This is an optimization exercise on Yosys and OpenROAD, whose aim is small area, a short achievable clock period and few clock cycles per item, not a production implementation.
In this exercise RTL edits were held to simulation tests only and were not proved equivalent to the original.

// fxcore
module fxcore (
    input  wire        clk,
    input  wire        rst,
    input  wire        req,
    input  wire        we,
    input  wire [4:0]  addr,
    input  wire [31:0] wdata,
    output reg  [31:0] rdata,
    output wire        ack
);
clock: 14.0 ns
lec_check: 0
cap_margin: 20
core_margin: 2
core_utilization: 55
setup_slack_margin: 5
slew_margin: 20
run.sh (not shown) runs the stock make flow with config.mk's settings and CLKGATE_MAP_FILE= SYNTH_SCRIPT=/design/flow/synth_recipe.tcl, a recipe that flattens the netlist after the stock synthesis.
The first run finished clean.
Testbench counts at the start, summed over its fixed seeds: cycles 40,509, cmds 3,200.
Then changed:
--- a/flow/config.mk
+++ b/flow/config.mk
@@ -8,5 +8,5 @@
 export CAP_MARGIN = 20
 export CORE_MARGIN = 2
-export CORE_UTILIZATION = 55
-export SETUP_SLACK_MARGIN = 5
+export CORE_UTILIZATION = 40
+export SETUP_SLACK_MARGIN = 4
 export SLEW_MARGIN = 20
What happened:
- setup slack loses 1.0 ns
- synthesized cell count does not change
Then changed:
--- a/flow/config.mk
+++ b/flow/config.mk
@@ -8,5 +8,5 @@
 export CAP_MARGIN = 20
 export CORE_MARGIN = 2
-export CORE_UTILIZATION = 40
-export SETUP_SLACK_MARGIN = 4
+export CORE_UTILIZATION = 50
+export SETUP_SLACK_MARGIN = 5
 export SLEW_MARGIN = 20
The changed run completed without violations. First-iteration DRC count goes up by about 8%. Via count goes up by 3.0%.
Then changed:
--- a/flow/config.mk
+++ b/flow/config.mk
@@ -6,7 +6,7 @@
 export NUM_CORES = 8
 export LEC_CHECK = 0
-export CAP_MARGIN = 20
+export CAP_MARGIN = 10
 export CORE_MARGIN = 2
 export CORE_UTILIZATION = 50
 export SETUP_SLACK_MARGIN = 5
-export SLEW_MARGIN = 20
+export SLEW_MARGIN = 10
=> The new run completed and failed the layout checks on slew limit. Cell area hardly moves. Utilization increases by 0.11 points. Global-route usage decreases by 0.14 points.


fxcore, a different RTL version from the one above (not shown whole).
For scale: ~11000 cells after synthesis, ~930 flip-flops, roughly 0.10 sq mm of cells after synthesis.
make LEC_CHECK=0 CAP_MARGIN=20 CORE_MARGIN=2 CORE_UTILIZATION=40 SLEW_MARGIN=20 finish   # period 14.0 ns
The first run went through all stages and came out clean.
Testbench counts at the start, summed over its fixed seeds: cycles 34,583, cmds 3,200.
Then changed:
SETUP_SLACK_MARGIN = 4   (was default)
Result: Critical path depth went down by 6; design area went up by 12%; setup slack improved by 2600 ps.


RTL: one of the versions met above, not the one the previous note started from.
Size in the first run: ~970 flip-flops, ~91000 um^2 of cells after synthesis.
clock: 14.0 ns
lec_check: 0
cap_margin: 20
core_margin: 2
core_utilization: 60
setup_slack_margin: 5
slew_margin: 20
The starting point ran to the end with violations: capacitance limit, slew limit.
Testbench counts at the start, summed over its fixed seeds: cycles 40,509, cmds 3,200.
Rerun with:
CORE_UTILIZATION = 45   (was 60)
Effect:
- With this change the flow produced a clean layout
- synthesized area does not change
- cell area came out higher slightly
- global-route usage fell by 14 points
Rerun with:
CORE_UTILIZATION = 40   (was 45)
Result: Global-route usage fell by 3.3 points; area after synthesis stays the same; final cell count climbs by a few percent.


== run 3 ==
Another version of the RTL of fxcore (not shown whole).
For scale: ~9,900 cells after synthesis, ~970 flip-flops, roughly 74 I/O pins, about 91,000 um^2 of cells after synthesis.
// fxcore
module fxcore (
    input  wire        clk,
    input  wire        rst,
    input  wire        req,
    input  wire        we,
    input  wire [4:0]  addr,
    input  wire [31:0] wdata,
    output reg  [31:0] rdata,
    output wire        ack
);
    localparam [5:0] OP_FROMINT = 6'h01, OP_FADD   = 6'h02, OP_FSUB   = 6'h03,
                     OP_FMUL    = 6'h04, OP_FDIV   = 6'h05, OP_FROUND = 6'h06,
                     OP_FFLOOR  = 6'h07, OP_FCEIL  = 6'h08, OP_FFRAC  = 6'h09,
                     OP_FCLAMP  = 6'h0A, OP_FLERP  = 6'h0B, OP_FCMP   = 6'h0C,
                     OP_FSQRT   = 6'h0D, OP_ISQRT  = 6'h0E,
                     OP_RINT    = 6'h18, OP_RRANGE = 6'h19, OP_RBOOL  = 6'h1A,
                     OP_RFIX    = 6'h1B,
                     OP_VADD2   = 6'h20, OP_VADD3  = 6'h21, OP_VSUB2  = 6'h22,
                     OP_VSUB3   = 6'h23, OP_VSCALE2 = 6'h24, OP_VSCALE3 = 6'h25,
                     OP_VDIVS2  = 6'h26, OP_VDIVS3 = 6'h27, OP_VNEG2  = 6'h28,
                     OP_VNEG3   = 6'h29, OP_VDOT2  = 6'h2A, OP_VDOT3  = 6'h2B,
                     OP_VCROSS3 = 6'h2C, OP_VEQ2   = 6'h2D, OP_VEQ3   = 6'h2E,
                     OP_VLENSQ2 = 6'h30, OP_VLENSQ3 = 6'h31, OP_VLEN2 = 6'h32,
                     OP_VLEN3   = 6'h33, OP_VNORM2 = 6'h34, OP_VNORM3 = 6'h35,
                     OP_VDIST2  = 6'h36, OP_VDIST3 = 6'h37;
    localparam [4:0] A_CMD = 5'd16, A_STATUS = 5'd17, A_ERRCMD = 5'd18, A_SEED = 5'd19;
    localparam        DSTG  = 2;                  
    localparam [3:0]  CW24  = 24 / (2 * DSTG) - 1;  
    localparam [3:0]  CW48  = 48 / (2 * DSTG) - 1;  
    localparam [31:0] RNG_A = 32'd1664525;
    localparam [31:0] RNG_C = 32'd1013904223;
    localparam [3:0] S_IDLE = 4'd0, S_ERR = 4'd1, S_EX = 4'd2, S_QSET = 4'd3,
                     S_DIV = 4'd4, S_DFIX = 4'd5, S_SQS = 4'd6, S_NFIX = 4'd7,
                     S_WB0 = 4'd8, S_WB1 = 4'd9, S_COPY = 4'd10;
    function [8:0] op_class;
        input [5:0] op;
        begin
            case (op)
  ...
clock: 14.0 ns
lec_check: 0
cap_margin: 20
core_margin: 2
core_utilization: 50
setup_slack_margin: 5
slew_margin: 20
Run 3: PASS, flow complete, no timing, DRC or antenna violations
Testbench counts of run 3, summed over its fixed seeds: cycles 40,237, cmds 3,200.
Modified inputs, run 1 compared to run 3
-- flow/config.mk --
<<< run 3, line 9
export CORE_MARGIN = 2
export CORE_UTILIZATION = 50
export SETUP_SLACK_MARGIN = 5
>>> run 1, line 9
export CORE_MARGIN = 2
export CORE_UTILIZATION = 55
export SETUP_SLACK_MARGIN = 5
--- outcome ---
- Run 1 — number of detailed-route iterations in the first pass 10 higher, run 3 as reference
- Comparing run 3 with run 1, the clock edge transition at the registers on the reported setup and hold paths came out essentially unchanged.
- In run 1, width of the die is lower than in run 3.
- Diff run 1..run 3 | worst hold path depth | unchanged
- Global routing usage summed across all routing layers, run 1 and run 3, higher one = run 1.

what the ideal ports hide:
No port has a modelled driver above. Below, the same layouts with a new extraction and two added sets of constraints.
Step 1 sets driving cells, clkbuf_16 on the clock port and buf_2 on the other inputs (assumed; they add their load-dependent delay and slew).
Step 2 moves the port delays by t, midway between the first and last clock arrival at a register: inputs arrive t later, outputs are due t later. That takes back most of the time a late clock gives input paths.
Slacks: ideal ports / drivers / drivers and shift; pairs: ideal ports / drivers.
run	t (ns)	setup slack, ns	latest minus earliest clock arrival (ns)	worst data-port slew with drivers (ns)
the first run of note 1	0.863	4.876 / 4.876 / 4.378	0.061 / 0.061	0.05
the second run of note 1	0.881	3.851 / 3.851 / 3.343	0.077 / 0.076	0.15
the third run of note 1	0.887	4.914 / 4.881 / 4.385	0.051 / 0.051	0.06
the fourth run of note 1	0.890	4.861 / 4.861 / 4.476	0.044 / 0.044	0.06
the first run of note 2	0.833	0.377 / 0.377 / 0.377	0.117 / 0.116	0.15
the second run of note 2	0.843	2.975 / 2.975 / 2.975	0.105 / 0.105	0.15
the first run of note 3	0.873	4.785 / 4.785 / 4.324	0.080 / 0.080	0.05
the second run of note 3	0.891	4.966 / 4.966 / 4.444	0.089 / 0.089	0.05
the third run of note 3	0.885	4.817 / 4.817 / 4.405	0.099 / 0.100	0.12
run 3	0.907	3.486 / 3.392 / 3.877	0.059 / 0.059	0.07
run 1	0.885	3.010 / 2.914 / 3.800	0.080 / 0.079	0.08
For the third run of note 1, which loses most, drivers alone change the setup slack by -0.033 ns; drivers and shift together by -0.529 ns.
